Context: an optimization exercise on an open-source flow, tuned for small area, a short achievable clock period and few clock cycles. The choices shown serve that exercise and are no tape-out recipe.
Only simulation tests tie the RTL to the original design; equivalence was not proved.

## flow/design.v (module list and top-level ports; edited modules follow where they fit)
// module bicubic_scaler: 637 lines
// module csamac_27x9: 1583 lines
// module csamul_27x19: 2963 lines
module bicubic_scaler (
    input  wire        clk,
    input  wire        rst,
    input  wire        start,
    input  wire        ch4,
    input  wire [15:0] src_addr,
    input  wire [15:0] dst_addr,
    input  wire [7:0]  old_w,
    input  wire [7:0]  old_h,
    input  wire [7:0]  new_w,
    input  wire [7:0]  new_h,
    output reg         busy,
    output reg         done,
    output reg         error,
    output reg         mem_valid,
    output reg         mem_we,
    output reg  [15:0] mem_addr,
    output reg  [7:0]  mem_wdata,
    input  wire        mem_ready,
    input  wire [7:0]  mem_rdata
);
  // ...
==> flow/run.sh <==
#!/bin/bash
# synth_recipe.tcl (not shown) runs the flow's synth.tcl, then flattens the netlist and writes it again
# the make line also repeats each setting of config.mk as NAME=value (left out here)
make -C /OpenROAD-flow-scripts/flow DESIGN_CONFIG=/design/flow/config.mk WORK_HOME=/design/flow/orfs CLKGATE_MAP_FILE= SYNTH_SCRIPT=/design/flow/synth_recipe.tcl finish
==> flow/config.mk <==
export PLATFORM = sky130hd
export DESIGN_NAME = bicubic_scaler
export DESIGN_NICKNAME = bicubic_scaler
export VERILOG_FILES = /design/flow/design.v
export SDC_FILE = /design/flow/constraint.sdc
export NUM_CORES = 4
export LEC_CHECK = 0
export CAP_MARGIN = 20
export CORE_MARGIN = 2
export CORE_UTILIZATION = 40
export SLEW_MARGIN = 20
==> flow/constraint.sdc <==
create_clock -name core_clock -period 20.0 [get_ports {clk}]
set_input_delay 4.0000 -clock core_clock [delete_from_list [all_inputs] [get_ports {clk}]]
set_output_delay 4.0000 -clock core_clock [all_outputs]
set_load 0.01 [all_outputs]
==> impl_metrics.tcl, run 1 <==
set metrics [dict create \
    first_iter_violations 7442 \
    area_growth_pct 9.78 \
    fmax_mhz 132 \
    post_cts_buffers 0 \
    synthMuxAreaShare_pct 4.41 \
    wl_met1_mm 151 \
    die_w_um 559 \
    hold_ws_ns 0.278 \
    finalHoldViolCount 0 \
    reg2reg_slack_ns 13.23 \
    place_area_mm2 0.129 \
    place_inst 16000 \
    drt_first_pass_iters 6 \
    path_buf_inv 2 \
    grt_pass1_wl_mm 536 \
    slew_headroom_pct 25.9 \
    crit_type "in -> reg" \
    synthSimpleGateAreaFrac_pct 14.1 \
    syn_nets 13800 \
    rows 203 \
    instances_no_fill 16300 \
    syn_inst 12100 \
    use_met2_pct 36.8 \
    crit_arrival_ns 8.06 \
    yosysWarnings 1 \
    clkTransAtPathRegs_ns 0.06 \
    avgSynthCellArea_um2 10.2 \
    gr-usage-met3_pct 2.83 \
    cp-end-kind "register" \
    multi_input_gates 8482 \
    die_height_um 559 \
    maxCapViolations 0 \
    clock_area_share_pct 4.74 \
    status "complete, no violations" \
    postRouteWirelength_mm 351 \
    num-nonclk-buffers 238 \
    ys_seq_elements 1636 \
    async_flop_share_pct 0 \
    place_hpwl_mm 262 \
]
Testbench counts, summed over its fixed seeds: cycles 83,799.
==> run 2: changes to the inputs <==
--- a/flow/config.mk
+++ b/flow/config.mk
@@ -5,7 +5,7 @@
 export SDC_FILE = /design/flow/constraint.sdc
 export NUM_CORES = 4
 export LEC_CHECK = 0
-export CAP_MARGIN = 20
+export CAP_MARGIN = 70
 export CORE_MARGIN = 2
 export CORE_UTILIZATION = 40
-export SLEW_MARGIN = 20
+export SLEW_MARGIN = 70
==> impl_metrics.tcl, run 2 <==
set metrics [dict create \
    status "complete, no violations" \
    antenna_found_initial 13 \
    cp_cell_sequence "buf_2, nor2b_1, nor2_2, nand4_1, nor2_1, o21ai_2, nor2_4, buf_4, buf_8, buf_12" \
    rsz0062_at_grt "no" \
    hp-class "reg -> reg" \
    grt.overflow.total 0 \
    most-common-layout-cells "inv_1, edfxtp_1, nand2_1" \
    holdPathEnd "nr_ry[5]" \
    r2r_end "WN1[21]" \
    instances_no_fill 16500 \
    yosys-top-cells-area "edfxtp_1, fa_1, ha_1" \
    post-route-util_pct 45.3 \
    avgRoutedWirePerCell_um 21.4 \
    final.period_utilization_pct 31.5 \
    vias_per_cell 5.37 \
    fmax_mhz 159 \
    die_w_um 559 \
    drcViolationCount 0 \
    synth_most_common_cell "inv_1" \
    slew_headroom_pct 66.3 \
    die_area_mm2 0.312 \
    rr_startpoint "ma[2]" \
    setup_viol 0 \
    syn_inst 12100 \
    numCtsBuffers 189 \
    post_cts_buffers 0 \
    clkLatencyLatePin_ns 0.91 \
    grt_max_degree 71 \
    finalHoldViolCount 0 \
    dr_total_vias 88500 \
    gp_congestion 0.913 \
    avgSynthCellArea_um2 10.2 \
    reg2reg_slack_ns 13.99 \
    r2r_cells 20 \
    async_flop_share_pct 0 \
    cp-end-kind "register" \
    syn_nets 13800 \
    crit_arrival_ns 6.83 \
    crit_fanout 38 \
    place_hpwl_mm 270 \
    cpPeakStageDelay_ns 0.40 \
    ys.flop_type "edfxtp_1" \
    critPathLaunchType "input pin" \
    tightest_slew_ns 0.505 \
    core_mm2 0.306 \
    cts_buffer_depth 4 \
    grt_pass1_wl_mm 540 \
    top_register "num" \
    synth_common_cells "inv_1, edfxtp_1, nand2_1" \
    grt_usage_pct 22.2 \
    fin_setup_tns_ns 0 \
    start_util_pct 40.3 \
    first_iter_violations 7282 \
    drive_above_1_share_pct 8.91 \
    htree_levels 4 \
    rows 203 \
    root_buffer "clkbuf_16" \
    postCtsHoldBufs 0 \
    area_growth_pct 12.5 \
    cts_sinks 1636 \
    clkTransAtPathRegs_ns 0.07 \
    layout_commonest_cell "inv_1" \
    cp_data_required_time_ns 20.53 \
    drt_first_pass_iters 6 \
    largest_register_ffs 63 \
    postRouteWirelength_mm 352 \
    drv_slew 0 \
    min_from "nr_rsum[5]" \
    yosysWarnings 1 \
    yosysSeqAreaShare_pct 37.3 \
    portBuffers 105 \
    cts_tree "built" \
    skew_ns 0.0808 \
    ctsResizeCount 0 \
    finalNetCount 13900 \
    synth_top_area_cell "edfxtp_1" \
    crit_type "in -> reg" \
    grt_pass1_vias 88400 \
    place_inst 16100 \
    crit_start "mem_ready" \
    reg_top3 "num x63, R x59, den3 x52" \
    netlist_area_mm2 0.123 \
    hold_depth 0 \
    period_minus_slack_ns 6.30 \
    synth_edf_count 1325 \
    slowest_stage "nand4_1" \
    synth_cell_types 93 \
    ios 106 \
    synthDominantCellAreaShare_pct 32.3 \
    drtAntennaViolNets 0 \
    maxCapViolations 0 \
    ys_seq_elements 1636 \
    die_height_um 559 \
]
-- run 2: area by class of cell --
cell class | instances | area [um^2]
antenna | 7 | 17.5
clock inverter | 108 | 1100
clock buffer | 244 | 5190
inverter | 1502 | 5650
tap | 4100 | 5130
timing repair buffer | 404 | 4150
sequential | 1636 | 46100
fill | 28700 | 167000
multi-input combinational | 8482 | 71200
-- run 2: routing by layer --
metal	vias up	wire, um	share of wire, %	global-route usage, %
li1	41500	-	-	-
met1	43900	151000	43	29.7
met2	2555	166000	47	36.8
met3	603	20100	5.7	2.66
met4	4	14600	4.2	8.35
met5	-	32	0.0091	0
-- run 2: worst max path at each step --
stage                  end  slack, ns  cells after the start
detailed placement  A0[23]      12.90                     11
floorplan            A0[0]      11.36                      6
CTS                 B0[23]      13.83                     10
global route        B2[24]      13.66                     10
global placement    A0[23]      11.66                      8
finish              B0[23]      13.70                     10
-- run 2: per-stage QoR --
stage	setup slack, ns	hold WS (ns)	area (um^2)
2_1_floorplan	11.36	0.310	123000
3_3_place_gp	11.66	0.310	129000
3_5_place_dp	12.90	0.312	132000
4_1_cts	13.83	0.308	138000
5_1_grt	13.66	0.320	139000
6_report	13.70	0.313	139000
-- run 2: cells by family (layout without fill, tap and decap cells) --
family | Yosys count | after routing | synth area share, %
mux | 454 | 454 | 4.41
buf+inv | 1993 | 2258 | 6.11
compound gates | 2134 | 2134 | 11.0
simple gates | 3575 | 3575 | 14.1
xor+xnor | 669 | 669 | 4.76
flops | 1636 | 1636 | 37.3
other cells | 0 | 7 | 0
fa+ha+maj | 1650 | 1650 | 22.3
-- run 2: worst max-delay path, delay by kind of cell --
family / cells / cell delay, ns
buffers and inverters: 4 / 1.00
AOI/OAI and AO/OA: 1 / 0.18
and+or+nand+nor: 5 / 1.58
==> module bicubic_scaler, before the edit <==
module bicubic_scaler (
    input  wire        clk,
    input  wire        rst,
    input  wire        start,
    input  wire        ch4,
    input  wire [15:0] src_addr,
    input  wire [15:0] dst_addr,
    input  wire [7:0]  old_w,
    input  wire [7:0]  old_h,
    input  wire [7:0]  new_w,
    input  wire [7:0]  new_h,
    output reg         busy,
    output reg         done,
    output reg         error,
    output reg         mem_valid,
    output reg         mem_we,
    output reg  [15:0] mem_addr,
    output reg  [7:0]  mem_wdata,
    input  wire        mem_ready,
    input  wire [7:0]  mem_rdata
);
    localparam ST_IDLE  = 3'd0;
    localparam ST_SETUP = 3'd1;
    localparam ST_READ  = 3'd2;
    localparam ST_WAITW = 3'd3;
    localparam ST_FIN   = 3'd4;
    reg [2:0]  st;
    reg [3:0]  sc;         
    reg        c4;
    reg [7:0]  ow, oh, nw, nh;
    reg [15:0] dst_ptr;
    reg [15:0] rowbase;    
    wire [2:0] cn = c4 ? 3'd4 : 3'd3;
    reg [7:0]  qx, rxs, qy, rys;
    reg [9:0]  stride;     
    reg [9:0]  cqx;        
    reg [15:0] qstride;    
    reg [24:0] n3x, n3y;   
    reg [49:0] den;        
    reg [51:0] den3;       
    reg [7:0]  dvx_rem, dvx_quo, dvy_rem, dvy_quo;
    wire [2:0] dbit = 3'd7 - sc[2:0];
    wire [8:0] dvx_tr = {dvx_rem, ow[dbit]};
    wire [8:0] dvy_tr = {dvy_rem, oh[dbit]};
    wire       dvx_ge = dvx_tr >= {1'b0, nw};
    wire       dvy_ge = dvy_tr >= {1'b0, nh};
    wire [8:0] dvx_sub = dvx_tr - {1'b0, nw};
    wire [8:0] dvy_sub = dvy_tr - {1'b0, nh};
    wire [7:0] dvx_rem_n = dvx_ge ? dvx_sub[7:0] : dvx_tr[7:0];
    wire [7:0] dvy_rem_n = dvy_ge ? dvy_sub[7:0] : dvy_tr[7:0];
    reg [7:0]  dx, fx, rx, dy, fy, ry;
    reg [15:0] pixaddr;    
    reg [15:0] bytestart, rowstart, cur;
    reg [1:0]  k, tn, to;          
    reg [1:0]  ix0, ix1, jy0, jy1;
    reg        need_y;             
    reg signed [26:0] A0, A1, A2, A3, B0, B1, B2, B3;
    wire [1:0] nxs = ix1 - ix0;
    wire [1:0] nys = jy1 - jy0;
    wire       axis = nys > nxs;
    wire [1:0] n0 = axis ? jy0 : ix0;
    wire [1:0] n1 = axis ? jy1 : ix1;
    wire [1:0] o0 = axis ? ix0 : jy0;
    wire [1:0] o1 = axis ? ix1 : jy1;
    wire [15:0] instep  = axis ? {6'd0, stride} : {13'd0, cn};
    wire [15:0] outstep = axis ? {13'd0, cn} : {6'd0, stride};
    wire [1:0] ai = axis ? to : tn;
    wire [1:0] bj = axis ? tn : to;
    reg        np_wr, nr_wr;
    reg [7:0]  np_rsum, nr_rsum;
    reg [7:0]  np_rx, np_fx;
    reg [15:0] np_pix;
    reg [1:0]  np_ix0, np_ix1;
    reg [15:0] np_bs;
    reg [7:0]  nr_ry, nr_fy;
    reg [15:0] nr_rowbase;
    reg [1:0]  nr_jy0, nr_jy1;
    reg [15:0] nr_bs;
    localparam W_IDLE = 2'd0;
    localparam W_ADV  = 2'd1;
    localparam W_MUL  = 2'd2;
    localparam W_FULL = 2'd3;
    reg [1:0]  wst;
    reg [2:0]  wc;
    reg        wkind;      
    reg [7:0]  wdx, wfx, wrx, wdy, wfy, wry;
    reg [7:0]  ws;
    reg        fl_f0, fl_fo1, fl_fo2, fl_nz3;
    reg [15:0] T1, T2, T3;
    reg [17:0] E1, E2;
    reg [26:0] WN0, WN1, WN2, WN3;
    reg  [7:0]  ma;
    reg  [17:0] mb;
    wire [25:0] mp = ma * mb;
    wire [7:0] w_r  = wkind ? wry : wrx;
    wire [7:0] w_f  = wkind ? wfy : wfx;
    wire [7:0] w_o  = wkind ? oh : ow;
    wire [7:0] w_n  = wkind ? nh : nw;
    wire [24:0] w_n3 = wkind ? n3y : n3x;
    wire [7:0] w_s  = w_n - w_r;
    wire [8:0] wrx_sum = wrx + rxs;
    wire       wrx_wr  = wrx_sum >= {1'b0, nw};
    wire [8:0] wrx_sub = wrx_sum - {1'b0, nw};
    wire [7:0] wrx_n   = wrx_wr ? wrx_sub[7:0] : wrx_sum[7:0];
    wire [8:0] wry_sum = wry + rys;
    wire       wry_wr  = wry_sum >= {1'b0, nh};
    wire [8:0] wry_sub = wry_sum - {1'b0, nh};
    wire [7:0] wry_n   = wry_wr ? wry_sub[7:0] : wry_sum[7:0];
    reg signed [26:0] q_a, q_b;    
    reg        q_rf, q_rl, q_bf, q_bl;
    reg        s1_v, s1_rf, s1_rl, s1_bf, s1_bl;
    reg [7:0]  rd;
    reg signed [26:0] s1_a, s1_b;
    reg [35:0] ra_s, ra_c;
    reg        s2_v, s2_bf, s2_bl;
    reg signed [26:0] s2_b;
    reg signed [26:0] mbw;         
    reg [18:0] mop;                
    reg signed [17:0] rhi;
    reg        m1_v, m1_bf, m1_bl, lo_v, lo_bf, lo_bl, hi_v, hi_bl, dl_v;
    reg [62:0] Ms, Mc;
    reg signed [62:0] num;
    wire [35:0] mac1_s, mac1_c;
    csamac_27x9 u_mac1 (
        .a(s1_a), .b({1'b0, rd}),
        .x0(s1_rf ? 36'd0 : ra_s), .x1(s1_rf ? 36'd0 : ra_c),
        .s(mac1_s), .c(mac1_c));
    wire [35:0] ra_full = ra_s + ra_c;
    wire [62:0] m_s, m_c;
    csamul_27x19 u_mac2 (.a(mbw), .b(mop), .s(m_s), .c(m_c));
    wire signed [62:0] acc_x = (lo_v && lo_bf) ? $signed({14'd0, den[49:1]}) : num;
    wire [62:0] acc_ys = lo_v ? Ms : {Ms[44:0], 18'd0};
    wire [62:0] acc_yc = lo_v ? Mc : {Mc[44:0], 18'd0};
    wire signed [62:0] numn = acc_x + acc_ys + acc_yc;
    reg        dv_busy, dv_hold, dv_neg;
    reg [2:0]  dv_cnt;
    reg [58:0] R;
    reg [7:0]  dq;
    wire [59:0] D1 = {3'd0, den, 7'd0};
    wire [59:0] D2 = {2'd0, den, 8'd0};
    wire [59:0] D3 = {1'b0, den3, 7'd0};
    wire [60:0] dt1 = {2'b0, R} - {1'b0, D1};
    wire [60:0] dt2 = {2'b0, R} - {1'b0, D2};
    wire [60:0] dt3 = {2'b0, R} - {1'b0, D3};
    wire        g1 = ~dt1[60];
    wire        g2 = ~dt2[60];
    wire        g3 = ~dt3[60];
    wire [1:0]  dd = g3 ? 2'd3 : g2 ? 2'd2 : g1 ? 2'd1 : 2'd0;
    wire [58:0] dRn = g3 ? dt3[58:0] : g2 ? dt2[58:0] : g1 ? dt1[58:0] : R;
    wire [8:0]  dq_fin = {dq, dd[1]};
    wire [7:0]  dres = dv_neg ? 8'd0 : (dq_fin[8] ? 8'd255 : dq_fin[7:0]);
    wire        dv_fin = dv_busy && !dv_hold && (dv_cnt == 3'd4);
    reg        wq0_v, wq1_v;
    reg [7:0]  wq0_d, wq1_d;
    wire       res_push = !wq1_v && (dv_fin || (dv_busy && dv_hold));
    wire [7:0] res_d    = dv_hold ? dq : dres;
    wire       wreg_v   = wq0_v;
    reg [1:0]  pend;
    reg [2:0]  timer;
    wire is_bl   = (tn == n1) && (to == o1);
    wire out_bl  = mem_valid && !mem_we && q_rl && q_bl;
    wire cand_ok = (st == ST_READ) &&
                   (!is_bl || (pend <= 2'd2 && timer >= 3'd3 && !out_bl));
    wire take    = !mem_valid || mem_ready;
    wire acc     = mem_valid && mem_ready;
    wire rd_acc  = acc && !mem_we;
    wire wr_acc  = acc && mem_we;
    wire bl_acc  = rd_acc && q_rl && q_bl;
    wire issue_w = take && wreg_v;
    wire issue_r = take && !wreg_v && cand_ok;
    reg signed [26:0] A_sel, B_sel;
    always @(*) begin
        case (ai)
            2'd0: A_sel = A0;
            2'd1: A_sel = A1;
            2'd2: A_sel = A2;
            default: A_sel = A3;
        endcase
        case (bj)
            2'd0: B_sel = B0;
            2'd1: B_sel = B1;
            2'd2: B_sel = B2;
            default: B_sel = B3;
        endcase
    end
    wire [8:0]  g_rx_sum = rx + rxs;
    wire        g_rx_wr  = g_rx_sum >= {1'b0, nw};
    wire [8:0]  g_rx_sub = g_rx_sum - {1'b0, nw};
    wire [8:0]  g_ry_sum = ry + rys;
    wire        g_ry_wr  = g_ry_sum >= {1'b0, nh};
    wire [8:0]  g_ry_sub = g_ry_sum - {1'b0, nh};
    wire [7:0]  ow_m1 = ow - 8'd1;
    wire [7:0]  ow_m2 = ow - 8'd2;
    wire [7:0]  oh_m1 = oh - 8'd1;
    wire [7:0]  oh_m2 = oh - 8'd2;
    wire        npb_ix0 = (np_fx == 8'd0) || (np_rx == 8'd0);
    wire [1:0]  npb_ix1 = (np_rx == 8'd0 || np_fx == ow_m1) ? 2'd1 :
                          (np_fx == ow_m2) ? 2'd2 : 2'd3;
    wire        nrb_jy0 = (nr_fy == 8'd0) || (nr_ry == 8'd0);
    wire [1:0]  nrb_jy1 = (nr_ry == 8'd0 || nr_fy == oh_m1) ? 2'd1 :
                          (nr_fy == oh_m2) ? 2'd2 : 2'd3;
    wire [15:0] rowoff  = (jy0 == 2'd0) ? {6'd0, stride} : 16'd0;
    wire last_in_row = (dx == nw - 8'd1);
    wire last_row    = (dy == nh - 8'd1);
    always @(posedge clk) begin
        rd    <= mem_rdata;
        if (rd_acc) begin
            s1_a  <= q_a;
            s1_b  <= q_b;
            s1_rf <= q_rf;
            s1_rl <= q_rl;
            s1_bf <= q_bf;
            s1_bl <= q_bl;
        end
        if (s1_v) begin
            ra_s <= mac1_s;
            ra_c <= mac1_c;
        end
        if (s1_v && s1_rl) begin
            s2_b  <= s1_b;
            s2_bf <= s1_bf;
            s2_bl <= s1_bl;
        end
        if (s2_v) begin
            mbw <= s2_b;
            mop <= {1'b0, ra_full[17:0]};
            rhi <= ra_full[35:18];
        end else if (m1_v)
            mop <= {rhi[17], rhi};
        Ms <= m_s;
        Mc <= m_c;
        m1_bf <= s2_bf;
        m1_bl <= s2_bl;
        lo_bf <= m1_bf;
        lo_bl <= m1_bl;
        hi_bl <= lo_bl;
        if (lo_v || hi_v)
            num <= numn;
        np_wr   <= g_rx_wr;
        np_rsum <= g_rx_wr ? g_rx_sub[7:0] : g_rx_sum[7:0];
        np_rx   <= np_rsum;
        np_fx   <= fx + qx + {7'd0, np_wr};
        np_pix  <= pixaddr + {6'd0, cqx} + (np_wr ? {13'd0, cn} : 16'd0);
        np_ix0  <= npb_ix0 ? 2'd1 : 2'd0;
        np_ix1  <= npb_ix1;
        np_bs   <= np_pix - rowoff - (npb_ix0 ? 16'd0 : {13'd0, cn});
        nr_wr   <= g_ry_wr;
        nr_rsum <= g_ry_wr ? g_ry_sub[7:0] : g_ry_sum[7:0];
        nr_ry   <= nr_rsum;
        nr_fy   <= fy + qy + {7'd0, nr_wr};
        nr_rowbase <= rowbase + qstride + (nr_wr ? {6'd0, stride} : 16'd0);
        nr_jy0  <= nrb_jy0 ? 2'd1 : 2'd0;
        nr_jy1  <= nrb_jy1;
        nr_bs   <= nr_rowbase - (nrb_jy0 ? 16'd0 : {6'd0, stride});
        if (rst) begin
            st        <= ST_IDLE;
            busy      <= 1'b0;
            done      <= 1'b0;
            error     <= 1'b0;
            mem_valid <= 1'b0;
            mem_we    <= 1'b0;
            wst       <= W_IDLE;
            s1_v      <= 1'b0;
            s2_v      <= 1'b0;
            m1_v      <= 1'b0;
            lo_v      <= 1'b0;
            hi_v      <= 1'b0;
            dl_v      <= 1'b0;
            dv_busy   <= 1'b0;
            dv_hold   <= 1'b0;
            wq0_v     <= 1'b0;
            wq1_v     <= 1'b0;
            pend      <= 2'd0;
            timer     <= 3'd7;
        end else begin
            done <= 1'b0;
            s1_v <= rd_acc;
            s2_v <= s1_v && s1_rl;
            m1_v <= s2_v;
            lo_v <= m1_v;
            hi_v <= lo_v;
            dl_v <= hi_v && hi_bl;
            if (dv_busy && !dv_hold) begin
                R      <= {dRn[56:0], 2'b00};
                dq     <= {dq[5:0], dd};
                dv_cnt <= dv_cnt + 3'd1;
            end
            if (dv_fin) begin
                if (!wq1_v) begin
                    dv_busy <= 1'b0;
                end else begin
                    dv_hold <= 1'b1;
                    dq      <= dres;
                end
            end
            if (dv_busy && dv_hold && !wq1_v) begin
                dv_hold <= 1'b0;
                dv_busy <= 1'b0;
            end
            if (dl_v) begin
                dv_busy <= 1'b1;
                dv_hold <= 1'b0;
                dv_cnt  <= 3'd0;
                dv_neg  <= num[62];
                R       <= num[58:0];
                dq      <= 8'd0;
            end
            if (issue_w) begin
                if (res_push) begin
                    wq0_d  <= res_d;
                end else begin
                    wq0_v  <= wq1_v;
                    wq0_d  <= wq1_d;
                end
                wq1_v <= 1'b0;
            end else if (res_push) begin
                if (!wq0_v) begin
                    wq0_v <= 1'b1;
                    wq0_d <= res_d;
                end else begin
                    wq1_v <= 1'b1;
                    wq1_d <= res_d;
                end
            end
            if (take) begin
                if (wreg_v) begin
                    mem_valid <= 1'b1;
                    mem_we    <= 1'b1;
                    mem_addr  <= dst_ptr;
                    mem_wdata <= wq0_d;
                    dst_ptr   <= dst_ptr + 16'd1;
                end else if (cand_ok) begin
                    mem_valid <= 1'b1;
                    mem_we    <= 1'b0;
                    mem_addr  <= cur;
                    q_a       <= axis ? B_sel : A_sel;
                    q_b       <= axis ? A_sel : B_sel;
                    q_rf      <= (tn == n0);
                    q_rl      <= (tn == n1);
                    q_bf      <= (to == o0);
                    q_bl      <= (to == o1);
                end else begin
                    mem_valid <= 1'b0;
                    mem_we    <= 1'b0;
                end
            end
            pend <= pend + {1'b0, issue_r && is_bl} - {1'b0, wr_acc};
            if (bl_acc)
                timer <= 3'd0;
            else if (timer != 3'd7)
                timer <= timer + 3'd1;
            case (wst)
                W_ADV: begin
                    if (wdx != nw - 8'd1) begin
                        wdx   <= wdx + 8'd1;
                        wrx   <= wrx_n;
                        wfx   <= wfx + qx + {7'd0, wrx_wr};
                        wkind <= 1'b0;
                        ma    <= wrx_n;
                        mb    <= {10'd0, wrx_n};
                        if (wrx_n != 8'd0) begin
                            wst <= W_MUL;
                            wc  <= 3'd0;
                        end
                    end else if (wdy != nh - 8'd1) begin
                        wdy   <= wdy + 8'd1;
                        wry   <= wry_n;
                        wfy   <= wfy + qy + {7'd0, wry_wr};
                        wdx   <= 8'd0;
                        wfx   <= 8'd0;
                        wrx   <= 8'd0;
                        wkind <= 1'b1;
                        ma    <= wry_n;
                        mb    <= {10'd0, wry_n};
                        if (wry_n != 8'd0) begin
                            wst <= W_MUL;
                            wc  <= 3'd0;
                        end
                    end else begin
                        wst <= W_IDLE;
                    end
                end
                W_MUL: begin
                    wc <= wc + 3'd1;
                    case (wc)
                        3'd0: begin
                            T1     <= mp[15:0];
                            ws     <= w_s;
                            fl_f0  <= (w_f == 8'd0);
                            fl_fo1 <= (w_f == w_o - 8'd1);
                            fl_fo2 <= (w_f == w_o - 8'd2);
                            fl_nz3 <= ({1'b0, w_f} + 9'd2 < {1'b0, w_o});
                            ma     <= w_s;
                            mb     <= {10'd0, w_s};
                        end
                        3'd1: begin
                            T2 <= mp[15:0];
                            ma <= w_r;
                            mb <= {10'd0, ws};
                        end
                        3'd2: begin
                            T3 <= mp[15:0];
                            ma <= w_r;
                            mb <= {2'd0, T2};
                        end
                        3'd3: begin
                            WN0 <= fl_f0 ? 27'd0 : {1'b0, mp};
                            E1  <= {2'd0, T1} + {T3, 2'b00} + (fl_f0 ? {2'd0, T3} : {1'b0, T3, 1'b0}) + {1'b0, T2, 1'b0};
                            E2  <= {2'd0, T2} + {T3, 2'b00} + (fl_fo2 ? {2'd0, T3} : {1'b0, T3, 1'b0}) + {1'b0, T1, 1'b0};
                            ma  <= ws;
                            mb  <= {2'd0, T1};
                        end
                        3'd4: begin
                            WN3 <= fl_nz3 ? {1'b0, mp} : 27'd0;
                            ma  <= ws;
                            mb  <= E1;
                        end
                        3'd5: begin
                            WN1 <= fl_fo1 ? {2'd0, w_n3} + WN0 : {1'b0, mp};
                            ma  <= w_r;
                            mb  <= E2;
                        end
                        default: begin
                            WN2 <= fl_fo1 ? 27'd0 : {1'b0, mp};
                            wst <= W_FULL;
                        end
                    endcase
                end
                default: ;
            endcase
            case (st)
                ST_IDLE: begin
                    if (start) begin
                        c4      <= ch4;
                        rowbase <= src_addr;
                        dst_ptr <= dst_addr;
                        ow      <= old_w;
                        oh      <= old_h;
                        nw      <= new_w;
                        nh      <= new_h;
                        error   <= 1'b0;
                        wst     <= W_IDLE;
                        if (old_w == 8'd0 || old_h == 8'd0 ||
                            new_w == 8'd0 || new_h == 8'd0) begin
                            error <= 1'b1;
                            done  <= 1'b1;
                        end else begin
                            busy    <= 1'b1;
                            st      <= ST_SETUP;
                            sc      <= 4'd0;
                            dvx_rem <= 8'd0;
                            dvy_rem <= 8'd0;
                        end
                    end
                end
                ST_SETUP: begin
                    sc <= sc + 4'd1;
                    if (sc[3] == 1'b0) begin
                        dvx_rem <= dvx_rem_n;
                        dvy_rem <= dvy_rem_n;
                        dvx_quo <= {dvx_quo[6:0], dvx_ge};
                        dvy_quo <= {dvy_quo[6:0], dvy_ge};
                    end
                    case (sc)
                        4'd0: begin
                            ma     <= nw;
                            mb     <= {10'd0, nw};
                            den    <= 50'd0;
                            stride <= c4 ? {ow, 2'b00} : {1'b0, ow, 1'b0} + {2'b00, ow};
                        end
                        4'd1: begin
                            ma <= nw;
                            mb <= {2'd0, mp[15:0]};
                        end
                        4'd2: begin
                            n3x <= {mp[23:0], 1'b0};
                            ma  <= nh;
                            mb  <= {10'd0, nh};
                        end
                        4'd3: begin
                            ma <= nh;
                            mb <= {2'd0, mp[15:0]};
                        end
                        4'd4: n3y <= {mp[23:0], 1'b0};
                        4'd5: begin
                            mbw   <= $signed({2'd0, n3x});
                            mop   <= {1'b0, n3y[17:0]};
                            rhi   <= {11'd0, n3y[24:18]};
                            m1_v  <= 1'b1;
                            m1_bf <= 1'b1;
                            m1_bl <= 1'b0;
                        end
                        4'd6: ;
                        4'd7: begin
                            qx  <= {dvx_quo[6:0], dvx_ge};
                            rxs <= dvx_rem_n;
                            qy  <= {dvy_quo[6:0], dvy_ge};
                            rys <= dvy_rem_n;
                        end
                        4'd8: begin
                            ma  <= qy;
                            mb  <= {8'd0, stride};
                            cqx <= c4 ? {qx, 2'b00} : {1'b0, qx, 1'b0} + {2'b00, qx};
                        end
                        4'd9: begin
                            qstride <= mp[15:0];
                            den     <= num[49:0];
                        end
                        4'd10: begin
                            den3 <= {2'b00, den} + {1'b0, den, 1'b0};
                        end
                        default: begin
                            dx <= 8'd0; fx <= 8'd0; rx <= 8'd0;
                            dy <= 8'd0; fy <= 8'd0; ry <= 8'd0;
                            pixaddr   <= rowbase;
                            bytestart <= rowbase;
                            rowstart  <= rowbase;
                            cur       <= rowbase;
                            k   <= 2'd0;
                            tn  <= 2'd1; to  <= 2'd1;
                            ix0 <= 2'd1; ix1 <= 2'd1;
                            jy0 <= 2'd1; jy1 <= 2'd1;
                            A1  <= $signed({2'd0, n3x});
                            B1  <= $signed({2'd0, n3y});
                            timer <= 3'd7;
                            st  <= ST_READ;
                            wst <= W_ADV;
                            wdx <= 8'd0; wfx <= 8'd0; wrx <= 8'd0;
                            wdy <= 8'd0; wfy <= 8'd0; wry <= 8'd0;
                        end
                    endcase
                end
                ST_READ: begin
                    if (issue_r) begin
                        if (tn != n1) begin
                            tn  <= tn + 2'd1;
                            cur <= cur + instep;
                        end else if (to != o1) begin
                            to       <= to + 2'd1;
                            tn       <= n0;
                            rowstart <= rowstart + outstep;
                            cur      <= rowstart + outstep;
                        end else if ({1'b0, k} != cn - 3'd1) begin
                            k         <= k + 2'd1;
                            tn        <= n0;
                            to        <= o0;
                            bytestart <= bytestart + 16'd1;
                            rowstart  <= bytestart + 16'd1;
                            cur       <= bytestart + 16'd1;
                        end else begin
                            k <= 2'd0;
                            if (!last_in_row) begin
                                dx        <= dx + 8'd1;
                                fx        <= np_fx;
                                rx        <= np_rx;
                                pixaddr   <= np_pix;
                                ix0       <= np_ix0;
                                ix1       <= np_ix1;
                                bytestart <= np_bs;
                                rowstart  <= np_bs;
                                cur       <= np_bs;
                                if (((jy1 - jy0) > (np_ix1 - np_ix0))) begin
                                    tn <= jy0; to <= np_ix0;
                                end else begin
                                    tn <= np_ix0; to <= jy0;
                                end
                                need_y    <= 1'b0;
                                if (np_rx == 8'd0) begin
                                    A1 <= $signed({2'd0, n3x});
                                end else if (wst == W_FULL) begin
                                    A0 <= -$signed(WN0); A1 <= $signed(WN1);
                                    A2 <= $signed(WN2);  A3 <= -$signed(WN3);
                                    wst <= W_ADV;
                                end else
                                    st <= ST_WAITW;
                            end else if (!last_row) begin
                                dx        <= 8'd0;
                                fx        <= 8'd0;
                                rx        <= 8'd0;
                                dy        <= dy + 8'd1;
                                fy        <= nr_fy;
                                ry        <= nr_ry;
                                rowbase   <= nr_rowbase;
                                pixaddr   <= nr_rowbase;
                                ix0       <= 2'd1;
                                ix1       <= 2'd1;
                                jy0       <= nr_jy0;
                                jy1       <= nr_jy1;
                                if (nr_jy1 != nr_jy0) begin
                                    tn <= nr_jy0; to <= 2'd1;
                                end else begin
                                    tn <= 2'd1; to <= nr_jy0;
                                end
                                bytestart <= nr_bs;
                                rowstart  <= nr_bs;
                                cur       <= nr_bs;
                                need_y    <= 1'b1;
                                A1        <= $signed({2'd0, n3x});
                                if (nr_ry == 8'd0) begin
                                    B1 <= $signed({2'd0, n3y});
                                end else if (wst == W_FULL) begin
                                    B0 <= -$signed(WN0); B1 <= $signed(WN1);
                                    B2 <= $signed(WN2);  B3 <= -$signed(WN3);
                                    wst <= W_ADV;
                                end else
                                    st <= ST_WAITW;
                            end else begin
                                st <= ST_FIN;
                            end
                        end
                    end
                end
                ST_WAITW: begin
                    if (wst == W_FULL) begin
                        if (need_y) begin
                            B0 <= -$signed(WN0); B1 <= $signed(WN1);
                            B2 <= $signed(WN2);  B3 <= -$signed(WN3);
                        end else begin
                            A0 <= -$signed(WN0); A1 <= $signed(WN1);
                            A2 <= $signed(WN2);  A3 <= -$signed(WN3);
                        end
                        wst <= W_ADV;
                        st  <= ST_READ;
                    end
                end
                ST_FIN: begin
                    if (pend == 2'd0 || (pend == 2'd1 && wr_acc)) begin
                        busy <= 1'b0;
                        done <= 1'b1;
                        st   <= ST_IDLE;
                    end
                end
                default: st <= ST_IDLE;
            endcase
        end
    end
endmodule
==> run 3: changes to the inputs <==
--- a/flow/design.v
+++ b/flow/design.v
@@ -39,9 +39,9 @@
     reg [49:0] den;        
     reg [51:0] den3;       
     reg [7:0]  dvx_rem, dvx_quo, dvy_rem, dvy_quo;
-    wire [2:0] dbit = 3'd7 - sc[2:0];
-    wire [8:0] dvx_tr = {dvx_rem, ow[dbit]};
-    wire [8:0] dvy_tr = {dvy_rem, oh[dbit]};
+    reg  [7:0] owsh, ohsh;     
+    wire [8:0] dvx_tr = {dvx_rem, owsh[7]};
+    wire [8:0] dvy_tr = {dvy_rem, ohsh[7]};
     wire       dvx_ge = dvx_tr >= {1'b0, nw};
     wire       dvy_ge = dvy_tr >= {1'b0, nh};
     wire [8:0] dvx_sub = dvx_tr - {1'b0, nw};
@@ -55,13 +55,10 @@
     reg [1:0]  ix0, ix1, jy0, jy1;
     reg        need_y;             
     reg signed [26:0] A0, A1, A2, A3, B0, B1, B2, B3;
-    wire [1:0] nxs = ix1 - ix0;
-    wire [1:0] nys = jy1 - jy0;
-    wire       axis = nys > nxs;
-    wire [1:0] n0 = axis ? jy0 : ix0;
-    wire [1:0] n1 = axis ? jy1 : ix1;
-    wire [1:0] o0 = axis ? ix0 : jy0;
-    wire [1:0] o1 = axis ? ix1 : jy1;
+    reg        axis;
+    reg [1:0]  n0, n1, o0, o1;
+    reg        ldA, ldA_wn, ldB, ldB_wn;
+    reg        np_axis, nr_axis;
     wire [15:0] instep  = axis ? {6'd0, stride} : {13'd0, cn};
     wire [15:0] outstep = axis ? {13'd0, cn} : {6'd0, stride};
     wire [1:0] ai = axis ? to : tn;
@@ -171,16 +168,16 @@
     reg signed [26:0] A_sel, B_sel;
     always @(*) begin
         case (ai)
-            2'd0: A_sel = A0;
-            2'd1: A_sel = A1;
-            2'd2: A_sel = A2;
-            default: A_sel = A3;
+            2'd0: A_sel = ldA ? -$signed(WN0) : A0;
+            2'd1: A_sel = ldA ? (ldA_wn ? $signed(WN1) : $signed({2'd0, n3x})) : A1;
+            2'd2: A_sel = ldA ? $signed(WN2) : A2;
+            default: A_sel = ldA ? -$signed(WN3) : A3;
         endcase
         case (bj)
-            2'd0: B_sel = B0;
-            2'd1: B_sel = B1;
-            2'd2: B_sel = B2;
-            default: B_sel = B3;
+            2'd0: B_sel = ldB ? -$signed(WN0) : B0;
+            2'd1: B_sel = ldB ? (ldB_wn ? $signed(WN1) : $signed({2'd0, n3y})) : B1;
+            2'd2: B_sel = ldB ? $signed(WN2) : B2;
+            default: B_sel = ldB ? -$signed(WN3) : B3;
         endcase
     end
     wire [8:0]  g_rx_sum = rx + rxs;
@@ -243,6 +240,7 @@
         np_pix  <= pixaddr + {6'd0, cqx} + (np_wr ? {13'd0, cn} : 16'd0);
         np_ix0  <= npb_ix0 ? 2'd1 : 2'd0;
         np_ix1  <= npb_ix1;
+        np_axis <= (jy1 - jy0) > (npb_ix1 - (npb_ix0 ? 2'd1 : 2'd0));
         np_bs   <= np_pix - rowoff - (npb_ix0 ? 16'd0 : {13'd0, cn});
         nr_wr   <= g_ry_wr;
         nr_rsum <= g_ry_wr ? g_ry_sub[7:0] : g_ry_sum[7:0];
@@ -251,6 +249,7 @@
         nr_rowbase <= rowbase + qstride + (nr_wr ? {6'd0, stride} : 16'd0);
         nr_jy0  <= nrb_jy0 ? 2'd1 : 2'd0;
         nr_jy1  <= nrb_jy1;
+        nr_axis <= nrb_jy1 != (nrb_jy0 ? 2'd1 : 2'd0);
         nr_bs   <= nr_rowbase - (nrb_jy0 ? 16'd0 : {6'd0, stride});
         if (rst) begin
             st        <= ST_IDLE;
@@ -270,6 +269,8 @@
             dv_hold   <= 1'b0;
             wq0_v     <= 1'b0;
             wq1_v     <= 1'b0;
+            ldA       <= 1'b0;
+            ldB       <= 1'b0;
             pend      <= 2'd0;
             timer     <= 3'd7;
         end else begin
@@ -428,6 +429,24 @@
                 end
                 default: ;
             endcase
+            if (ldA) begin
+                ldA <= 1'b0;
+                if (ldA_wn) begin
+                    A0 <= -$signed(WN0); A1 <= $signed(WN1);
+                    A2 <= $signed(WN2);  A3 <= -$signed(WN3);
+                end else
+                    A1 <= $signed({2'd0, n3x});
+            end
+            if (ldB) begin
+                ldB <= 1'b0;
+                if (ldB_wn) begin
+                    B0 <= -$signed(WN0); B1 <= $signed(WN1);
+                    B2 <= $signed(WN2);  B3 <= -$signed(WN3);
+                end else
+                    B1 <= $signed({2'd0, n3y});
+            end
+            if ((ldA && ldA_wn) || (ldB && ldB_wn))
+                wst <= W_ADV;
             case (st)
                 ST_IDLE: begin
                     if (start) begin
@@ -450,6 +469,8 @@
                             sc      <= 4'd0;
                             dvx_rem <= 8'd0;
                             dvy_rem <= 8'd0;
+                            owsh    <= old_w;
+                            ohsh    <= old_h;
                         end
                     end
                 end
@@ -458,6 +479,8 @@
                     if (sc[3] == 1'b0) begin
                         dvx_rem <= dvx_rem_n;
                         dvy_rem <= dvy_rem_n;
+                        owsh    <= {owsh[6:0], 1'b0};
+                        ohsh    <= {ohsh[6:0], 1'b0};
                         dvx_quo <= {dvx_quo[6:0], dvx_ge};
                         dvy_quo <= {dvy_quo[6:0], dvy_ge};
                     end
@@ -518,6 +541,9 @@
                             cur       <= rowbase;
                             k   <= 2'd0;
                             tn  <= 2'd1; to  <= 2'd1;
+                            axis <= 1'b0;
+                            n0 <= 2'd1; n1 <= 2'd1; o0 <= 2'd1; o1 <= 2'd1;
+                            ldA <= 1'b0; ldB <= 1'b0;
                             ix0 <= 2'd1; ix1 <= 2'd1;
                             jy0 <= 2'd1; jy1 <= 2'd1;
                             A1  <= $signed({2'd0, n3x});
@@ -559,18 +585,21 @@
                                 bytestart <= np_bs;
                                 rowstart  <= np_bs;
                                 cur       <= np_bs;
-                                if (((jy1 - jy0) > (np_ix1 - np_ix0))) begin
+                                axis <= np_axis;
+                                if (np_axis) begin
                                     tn <= jy0; to <= np_ix0;
+                                    n0 <= jy0; n1 <= jy1; o0 <= np_ix0; o1 <= np_ix1;
                                 end else begin
                                     tn <= np_ix0; to <= jy0;
+                                    n0 <= np_ix0; n1 <= np_ix1; o0 <= jy0; o1 <= jy1;
                                 end
                                 need_y    <= 1'b0;
                                 if (np_rx == 8'd0) begin
-                                    A1 <= $signed({2'd0, n3x});
+                                    ldA    <= 1'b1;
+                                    ldA_wn <= 1'b0;
                                 end else if (wst == W_FULL) begin
-                                    A0 <= -$signed(WN0); A1 <= $signed(WN1);
-                                    A2 <= $signed(WN2);  A3 <= -$signed(WN3);
-                                    wst <= W_ADV;
+                                    ldA    <= 1'b1;
+                                    ldA_wn <= 1'b1;
                                 end else
                                     st <= ST_WAITW;
                             end else if (!last_row) begin
@@ -586,22 +615,26 @@
                                 ix1       <= 2'd1;
                                 jy0       <= nr_jy0;
                                 jy1       <= nr_jy1;
-                                if (nr_jy1 != nr_jy0) begin
+                                axis <= nr_axis;
+                                if (nr_axis) begin
                                     tn <= nr_jy0; to <= 2'd1;
+                                    n0 <= nr_jy0; n1 <= nr_jy1; o0 <= 2'd1; o1 <= 2'd1;
                                 end else begin
                                     tn <= 2'd1; to <= nr_jy0;
+                                    n0 <= 2'd1; n1 <= 2'd1; o0 <= nr_jy0; o1 <= nr_jy1;
                                 end
                                 bytestart <= nr_bs;
                                 rowstart  <= nr_bs;
                                 cur       <= nr_bs;
                                 need_y    <= 1'b1;
-                                A1        <= $signed({2'd0, n3x});
+                                ldA       <= 1'b1;
+                                ldA_wn    <= 1'b0;
                                 if (nr_ry == 8'd0) begin
-                                    B1 <= $signed({2'd0, n3y});
+                                    ldB    <= 1'b1;
+                                    ldB_wn <= 1'b0;
                                 end else if (wst == W_FULL) begin
-                                    B0 <= -$signed(WN0); B1 <= $signed(WN1);
-                                    B2 <= $signed(WN2);  B3 <= -$signed(WN3);
-                                    wst <= W_ADV;
+                                    ldB    <= 1'b1;
+                                    ldB_wn <= 1'b1;
                                 end else
                                     st <= ST_WAITW;
                             end else begin
==> impl_metrics.tcl, run 3 <==
set metrics [dict create \
    first_iter_violations 8175 \
    yosys-top-cells-area "edfxtp_1, fa_1, ha_1" \
    crit_path_frequent_cell "fa_1" \
    fin_setup_tns_ns 0 \
    status "complete, no violations" \
    drcViolationCount 0 \
    drive_above_1_share_pct 9.10 \
    grt_max_degree 65 \
    pre_cts_ws_ns 13.44 \
    post-route-util_pct 45.4 \
    rsz0062_at_grt "no" \
    hp-class "reg -> reg" \
    dr_total_vias 94500 \
    die_w_um 569 \
    rows 207 \
    yosysSeqAreaShare_pct 36.6 \
    multiInputGateArea_mm2 0.0752 \
    avgSynthCellArea_um2 9.92 \
    place_inst 16900 \
    setup_ws_ns 13.84 \
    critPathLaunchType "register" \
    synth_common_cells "inv_1, nand2_1, edfxtp_1" \
    largest_register_ffs 63 \
    reg2reg_slack_ns 13.84 \
    drt_first_pass_iters 6 \
    cts_tree "built" \
    maxCapViolations 0 \
    slowest_stage "fa_1" \
    start_util_pct 40.2 \
    synth_edf_count 1349 \
    skew_ns 0.137 \
    r2r_cells 21 \
    async_flop_share_pct 0 \
    hold_depth 0 \
    avgRoutedWirePerCell_um 22.3 \
    area_growth_pct 13.0 \
    drv_slew 0 \
    dr_wl_met3_mm 24.1 \
    ctsResizeCount 0 \
    crit_arrival_ns 6.79 \
    top_register "num" \
    grt_usage_pct 23.5 \
    place_hpwl_mm 292 \
    wl_met1_mm 160 \
    vias_per_cell 5.46 \
    cp_data_required_time_ns 20.63 \
    period_minus_slack_ns 6.16 \
    htree_levels 4 \
    cp_cell_sequence "buf_2, buf_2, and2_1, fa_1, inv_1, fa_1, fa_1, fa_1, inv_1, ha_1, a21o_1, a21o_1, a21oi_1, o21ai_0, nor3_1, o41a_1, o21bai_1, a21oi_1, xor2_2, nor2_1, a21o_1" \
    crit_type "reg -> reg" \
    portBuffers 105 \
    reg_top3 "num x63, R x59, den3 x52" \
    cts_buffer_depth 4 \
    die_height_um 569 \
    grt.overflow.total 0 \
    fmax_mhz 162 \
    synth_top_area_cell "edfxtp_1" \
    synthDominantCellAreaShare_pct 31.7 \
    drtAntennaViolNets 0 \
    setup_viol 0 \
    ff_latch_area_mm2 0.0470 \
    layout_commonest_cell "inv_1" \
    gp_congestion 0.912 \
    wl_met2_mm 186 \
    instances_no_fill 17300 \
    routed.top_layer "met5" \
    cts_sinks 1664 \
    clkTransAtPathRegs_ns 0.06 \
    final.period_utilization_pct 30.8 \
    min_from "nr_rsum[0]" \
    ys.flop_type "edfxtp_1" \
    post_cts_buffers 0 \
    yosysWarnings 1 \
    most-common-layout-cells "inv_1, nand2_1, edfxtp_1" \
    cp-end-kind "register" \
    slew_headroom_pct 67.6 \
    postCtsHoldBufs 0 \
    grt_pass1_wl_mm 585 \
    holdPathEnd "nr_ry[0]" \
    ios 106 \
    finalNetCount 14700 \
    postRouteWirelength_mm 386 \
    fillers 29900 \
    synth_cell_types 111 \
    finalHoldViolCount 0 \
    ys_seq_elements 1664 \
    netlist_area_mm2 0.128 \
    root_buffer "clkbuf_16" \
    numCtsBuffers 194 \
    syn_nets 14600 \
    tightest_slew_ns 0.473 \
    rr_startpoint "ma[2]" \
    core_mm2 0.318 \
    r2r_end "WN1[23]" \
    cpPeakStageDelay_ns 0.54 \
    grt_pass1_vias 94200 \
    syn_inst 12900 \
    die_area_mm2 0.324 \
    synth_most_common_cell "inv_1" \
    antenna_found_initial 19 \
    clkLatencyLatePin_ns 0.93 \
    crit_fanout 10 \
]
-- run 3: changes by cell type in the layout (fill, tap and decap cells not counted), moves of 38 or more --
cell | previous run | this run
o21ai_0 | 388 | 640
nand2_1 | 1236 | 1371
nor2_1 | 627 | 762
mux2i_1 | 235 | 343
a21oi_1 | 603 | 660
o211ai_1 | 84 | 27
o21ai_1 | 87 | 32
a22oi_1 | 45 | 83
-- run 3: per-stage QoR --
step	hold slack [ns]	area [um^2]
floorplan	0.310	128000
global placement	0.310	133000
detailed placement	0.312	137000
CTS	0.325	144000
global route	0.332	144000
finish	0.324	144000
-- run 3: area by class of cell --
type                    count  area share, %
well taps                4180           3.62
clock inverters           126           1.01
flip-flops and latches   1664           32.5
multi-input cells        9199           52.1
clock buffers             236           3.69
repair buffers            426           3.21
diodes                     10         0.0173
inverters                1473           3.84
-- run 3: worst max-delay path by stage --
| stage | endpoint | startpoint | cells past startpoint | slack [ns] |
|---|---|---|---|---|
| after floorplan | E1[0] | rst | 3 | 4.68 |
| after global placement | WN2[21] | rst | 6 | 12.08 |
| after detailed placement | rxs[3] | rst | 9 | 13.44 |
| after CTS | error | error | 1 | 13.87 |
| after global routing | WN1[23] | ma[2] | 21 | 13.57 |
| final | WN1[23] | ma[2] | 21 | 13.84 |
-- run 3: kinds of logic after synthesis --
logic type               count (synthesis)  share of synthesized area (%)
adder cells (fa/ha/maj)               1649                           21.5
multiplexers                           533                           4.52
AO/OA/AOI/OAI                         2420                           11.9
XOR/XNOR                               724                           4.96
AND/OR/NAND/NOR                       3873                           14.5
buffers and inverters                 2018                           5.97
flip-flops                            1664                           36.6
-- run 3: critical path, delay by kind of cell (launching register included) --
family / cells / cell delay (ns)
compound gates: 8 / 1.59
buf+inv: 4 / 0.52
fa+ha+maj: 5 / 2.32
flops: 1 / 0.44
xor+xnor: 1 / 0.38
simple gates: 3 / 0.61
-- run 3: layer usage --
layer,global-route usage (%),vias to the layer above
li1,-,44100
met1,30.6,46700
met2,39.7,3117
met3,2.96,648
met4,9.07,2
met5,0,-
Testbench counts of run 3, summed over its fixed seeds: cycles 83,799.
==> run 4: changes to the inputs <==
--- a/flow/design.v
+++ b/flow/design.v
@@ -84,11 +84,12 @@
     reg [7:0]  ws;
     reg        fl_f0, fl_fo1, fl_fo2, fl_nz3;
     reg [15:0] T1, T2, T3;
-    reg [17:0] E1, E2;
+    reg [17:0] E2;
     reg [26:0] WN0, WN1, WN2, WN3;
     reg  [7:0]  ma;
     reg  [17:0] mb;
     wire [25:0] mp = ma * mb;
+    reg  [25:0] mpr;           
     wire [7:0] w_r  = wkind ? wry : wrx;
     wire [7:0] w_f  = wkind ? wfy : wfx;
     wire [7:0] w_o  = wkind ? oh : ow;
@@ -107,7 +108,7 @@
     reg        q_rf, q_rl, q_bf, q_bl;
     reg        s1_v, s1_rf, s1_rl, s1_bf, s1_bl;
     reg [7:0]  rd;
-    reg signed [26:0] s1_a, s1_b;
+    reg signed [26:0] s1_a;
     reg [35:0] ra_s, ra_c;
     reg        s2_v, s2_bf, s2_bl;
     reg signed [26:0] s2_b;
@@ -201,9 +202,9 @@
     wire last_row    = (dy == nh - 8'd1);
     always @(posedge clk) begin
         rd    <= mem_rdata;
+        mpr   <= mp;
         if (rd_acc) begin
             s1_a  <= q_a;
-            s1_b  <= q_b;
             s1_rf <= q_rf;
             s1_rl <= q_rl;
             s1_bf <= q_bf;
@@ -213,8 +214,9 @@
             ra_s <= mac1_s;
             ra_c <= mac1_c;
         end
+        if (rd_acc && q_rl)
+            s2_b  <= q_b;
         if (s1_v && s1_rl) begin
-            s2_b  <= s1_b;
             s2_bf <= s1_bf;
             s2_bl <= s1_bl;
         end
@@ -385,7 +387,6 @@
                     wc <= wc + 3'd1;
                     case (wc)
                         3'd0: begin
-                            T1     <= mp[15:0];
                             ws     <= w_s;
                             fl_f0  <= (w_f == 8'd0);
                             fl_fo1 <= (w_f == w_o - 8'd1);
@@ -395,34 +396,36 @@
                             mb     <= {10'd0, w_s};
                         end
                         3'd1: begin
-                            T2 <= mp[15:0];
+                            T1 <= mpr[15:0];
                             ma <= w_r;
                             mb <= {10'd0, ws};
                         end
                         3'd2: begin
-                            T3 <= mp[15:0];
+                            T2 <= mpr[15:0];
                             ma <= w_r;
-                            mb <= {2'd0, T2};
+                            mb <= {2'd0, mpr[15:0]};
                         end
                         3'd3: begin
-                            WN0 <= fl_f0 ? 27'd0 : {1'b0, mp};
-                            E1  <= {2'd0, T1} + {T3, 2'b00} + (fl_f0 ? {2'd0, T3} : {1'b0, T3, 1'b0}) + {1'b0, T2, 1'b0};
-                            E2  <= {2'd0, T2} + {T3, 2'b00} + (fl_fo2 ? {2'd0, T3} : {1'b0, T3, 1'b0}) + {1'b0, T1, 1'b0};
-                            ma  <= ws;
-                            mb  <= {2'd0, T1};
+                            T3 <= mpr[15:0];
+                            ma <= ws;
+                            mb <= {2'd0, T1};
                         end
                         3'd4: begin
-                            WN3 <= fl_nz3 ? {1'b0, mp} : 27'd0;
+                            WN0 <= fl_f0 ? 27'd0 : {1'b0, mpr};
+                            E2  <= {2'd0, T2} + {T3, 2'b00} + (fl_fo2 ? {2'd0, T3} : {1'b0, T3, 1'b0}) + {1'b0, T1, 1'b0};
                             ma  <= ws;
-                            mb  <= E1;
+                            mb  <= {2'd0, T1} + {T3, 2'b00} + (fl_f0 ? {2'd0, T3} : {1'b0, T3, 1'b0}) + {1'b0, T2, 1'b0};
                         end
                         3'd5: begin
-                            WN1 <= fl_fo1 ? {2'd0, w_n3} + WN0 : {1'b0, mp};
+                            WN3 <= fl_nz3 ? {1'b0, mpr} : 27'd0;
                             ma  <= w_r;
                             mb  <= E2;
                         end
+                        3'd6: begin
+                            WN1 <= fl_fo1 ? {2'd0, w_n3} + WN0 : {1'b0, mpr};
+                        end
                         default: begin
-                            WN2 <= fl_fo1 ? 27'd0 : {1'b0, mp};
+                            WN2 <= fl_fo1 ? 27'd0 : {1'b0, mpr};
                             wst <= W_FULL;
                         end
                     endcase
@@ -491,29 +494,19 @@
                             den    <= 50'd0;
                             stride <= c4 ? {ow, 2'b00} : {1'b0, ow, 1'b0} + {2'b00, ow};
                         end
-                        4'd1: begin
+                        4'd2: begin
                             ma <= nw;
-                            mb <= {2'd0, mp[15:0]};
+                            mb <= {2'd0, mpr[15:0]};
                         end
-                        4'd2: begin
-                            n3x <= {mp[23:0], 1'b0};
+                        4'd4: begin
+                            n3x <= {mpr[23:0], 1'b0};
                             ma  <= nh;
                             mb  <= {10'd0, nh};
                         end
-                        4'd3: begin
+                        4'd6: begin
                             ma <= nh;
-                            mb <= {2'd0, mp[15:0]};
-                        end
-                        4'd4: n3y <= {mp[23:0], 1'b0};
-                        4'd5: begin
-                            mbw   <= $signed({2'd0, n3x});
-                            mop   <= {1'b0, n3y[17:0]};
-                            rhi   <= {11'd0, n3y[24:18]};
-                            m1_v  <= 1'b1;
-                            m1_bf <= 1'b1;
-                            m1_bl <= 1'b0;
+                            mb <= {2'd0, mpr[15:0]};
                         end
-                        4'd6: ;
                         4'd7: begin
                             qx  <= {dvx_quo[6:0], dvx_ge};
                             rxs <= dvx_rem_n;
@@ -521,17 +514,23 @@
                             rys <= dvy_rem_n;
                         end
                         4'd8: begin
+                            n3y <= {mpr[23:0], 1'b0};
                             ma  <= qy;
                             mb  <= {8'd0, stride};
                             cqx <= c4 ? {qx, 2'b00} : {1'b0, qx, 1'b0} + {2'b00, qx};
                         end
                         4'd9: begin
-                            qstride <= mp[15:0];
-                            den     <= num[49:0];
-                        end
-                        4'd10: begin
-                            den3 <= {2'b00, den} + {1'b0, den, 1'b0};
+                            mbw   <= $signed({2'd0, n3x});
+                            mop   <= {1'b0, n3y[17:0]};
+                            rhi   <= {11'd0, n3y[24:18]};
+                            m1_v  <= 1'b1;
+                            m1_bf <= 1'b1;
+                            m1_bl <= 1'b0;
                         end
+                        4'd10: qstride <= mpr[15:0];
+                        4'd13: den <= num[49:0];
+                        4'd14: den3 <= {2'b00, den} + {1'b0, den, 1'b0};
+                        4'd1, 4'd3, 4'd5, 4'd11, 4'd12: ;
                         default: begin
                             dx <= 8'd0; fx <= 8'd0; rx <= 8'd0;
                             dy <= 8'd0; fy <= 8'd0; ry <= 8'd0;
==> impl_metrics.tcl, run 4 <==
set metrics [dict create \
    synthDominantCellAreaShare_pct 30.7 \
    core_mm2 0.318 \
    cpLargestDelayFamily "buffers and inverters" \
    fillers 30100 \
    finalNetCount 14700 \
    fmax_mhz 163 \
    crit_fanout 6 \
    post-route-util_pct 45.3 \
    ys_seq_elements 1645 \
    die_area_mm2 0.323 \
    grt.overflow.total 0 \
    skew_ns 0.0911 \
    syn_inst 12900 \
    grt_max_degree 81 \
    first_iter_violations 8080 \
    setup_viol 0 \
    grt_pass1_wl_mm 584 \
    drive_above_1_share_pct 8.86 \
    clkTransAtPathRegs_ns 0.06 \
    drv_slew 0 \
    finalHoldViolCount 0 \
    layout_commonest_cell "nand2_1" \
    r2r_cells 20 \
    grt_pass1_vias 94600 \
    die_w_um 568 \
    cpPeakStageDelay_ns 0.78 \
    drtAntennaViolNets 0 \
    place_hpwl_mm 292 \
    slew_headroom_pct 67.2 \
    root_buffer "clkbuf_16" \
    tightest_slew_ns 0.490 \
    antenna_found_initial 17 \
    place_area_mm2 0.136 \
    cp-end-kind "primary output" \
    yosys-top-cells-area "edfxtp_1, fa_1, ha_1" \
    synth_most_common_cell "nand2_1" \
    synth_top_area_cell "edfxtp_1" \
    numCtsBuffers 196 \
    cp.depth 1 \
    die_height_um 568 \
    cts_buffer_depth 4 \
    status "complete, no violations" \
    post_cts_buffers 0 \
    most-common-layout-cells "nand2_1, inv_1, edfxtp_1" \
    synth_cell_types 88 \
    netlist_area_mm2 0.127 \
    cts_sinks 1645 \
    postCtsHoldBufs 0 \
    hold_depth 0 \
    synth_common_cells "nand2_1, inv_1, edfxtp_1" \
    postRouteWirelength_mm 385 \
    crit_arrival_ns 2.14 \
    yosysWarnings 1 \
    drt_first_pass_iters 7 \
    period_minus_slack_ns 6.14 \
    portBuffers 105 \
    start_util_pct 40.1 \
    dr_total_vias 94900 \
    avgSynthCellArea_um2 9.85 \
    async_flop_share_pct 0 \
    hp-class "reg -> reg" \
    rsz0062_at_grt "no" \
    grt_usage_pct 23.5 \
    cp_cell_sequence "clkdlybuf4s50_1" \
    final_area_mm2 0.144 \
    top_register "num" \
    final.period_utilization_pct 30.7 \
    rows 207 \
    fin_setup_tns_ns 0 \
    syn_nets 14700 \
    area_growth_pct 12.9 \
    ys.flop_type "edfxtp_1" \
    ctsResizeCount 0 \
    ios 106 \
    clkLatencyLatePin_ns 0.92 \
    slowest_stage "clkdlybuf4s50_1" \
    gp_congestion 0.919 \
    yosysSeqAreaShare_pct 36.1 \
    largest_register_ffs 63 \
    crit_type "reg -> out" \
    path_buf_inv 1 \
    cts_tree "built" \
    maxCapViolations 0 \
    cp_data_required_time_ns 16.00 \
    critPathLaunchType "register" \
    synth_edf_count 1304 \
    avgRoutedWirePerCell_um 22.2 \
    vias_per_cell 5.47 \
    drcViolationCount 0 \
    htree_levels 4 \
    reg_top3 "num x63, R x59, den3 x52" \
]
==> run 4: worst paths after layout <==
path	startpoint	end	slack [ns]
worst max-delay path	mem_we	mem_we	13.86
worst min-delay path	np_rsum[6]	np_rx[6]	0.32
worst max register to register	ma[2]	mpr[25]	14.21
worst min register to register	np_rsum[6]	np_rx[6]	0.32
==> run 4: metrics by stage <==
| step | hold WS [ns] | cells | worst slack, ns |
|---|---|---|---|
| floorplan | 0.310 | 12900 | 4.86 |
| global placement | 0.310 | 16800 | 12.69 |
| detailed placement | 0.312 | 17000 | 13.23 |
| CTS | 0.323 | 17300 | 13.76 |
| global route | 0.329 | 17400 | 13.82 |
| finish | 0.323 | 17400 | 13.86 |
==> run 4: area by class of cell <==
| type | count | area (um^2) | share of cell area (%) |
|---|---|---|---|
| inverters | 1462 | 5510 | 3.83 |
| multi-input cells | 9267 | 75600 | 52.6 |
| clock buffers | 253 | 5440 | 3.78 |
| repair buffers | 434 | 4570 | 3.18 |
| flip-flops and latches | 1645 | 46100 | 32.1 |
| well taps | 4180 | 5230 | 3.64 |
| clock inverters | 110 | 1310 | 0.912 |
| diodes | 7 | 17.5 | 0.0122 |
==> run 4: cells by family (layout without fill, tap and decap cells) <==
kind of cell	after synthesis	count (layout)	share of synthesized area [%]
buffers and inverters	2020	2259	5.97
DFF	1645	1645	36.1
other	0	7	0
adders and majority gates	1649	1649	21.5
muxes	565	565	4.78
and+or+nand+nor	3906	3906	14.7
xor gates and xnor gates	706	706	4.85
AOI/OAI and AO/OA	2441	2441	12.1
==> run 4: layer usage <==
metal  vias to the layer above  part of all wire [%]  GRT usage [%]
met5                         -                 0.024              0
met4                        18                   4.9           10.1
met3                       700                   5.9           2.82
met2                      2994                    48           40.1
met1                     47000                    41           30.0
li1                      44200                     -              -
Testbench counts of run 4, summed over its fixed seeds: cycles 84,119.

[port drivers added, routing unchanged]
The results above use ideal ports. As a check the final layouts listed here were re-extracted and re-timed, cells and wires unchanged. Step 1: set_driving_cell puts a clkbuf_16 on clk and a buf_2 on each other input, an assumption about the parent block. Step 2 also shifts input and output timing later by t, the mid clock arrival at the registers, as if the neighbouring blocks saw the same clock. a / b / c = ideal ports / drivers / drivers and shift; a / b = the first two.
run | t (ns) | slack for setup (ns) | worst slew at a driven data input, ns | pins driven straight from the clock port
run 1 | 0.960 | 12.406 / 12.477 / 11.517 | 0.13 | 1
run 2 | 0.962 | 13.700 / 13.772 / 12.810 | 0.13 | 1
run 3 | 0.960 | 13.839 / 13.839 / 13.358 | 0.05 | 1
run 4 | 0.974 | 13.860 / 13.763 / 13.104 | 0.14 | 1
After both steps every run listed still meets setup and hold. For run 2, which loses most, drivers alone change the setup slack by +0.072 ns; drivers and shift together by -0.890 ns.
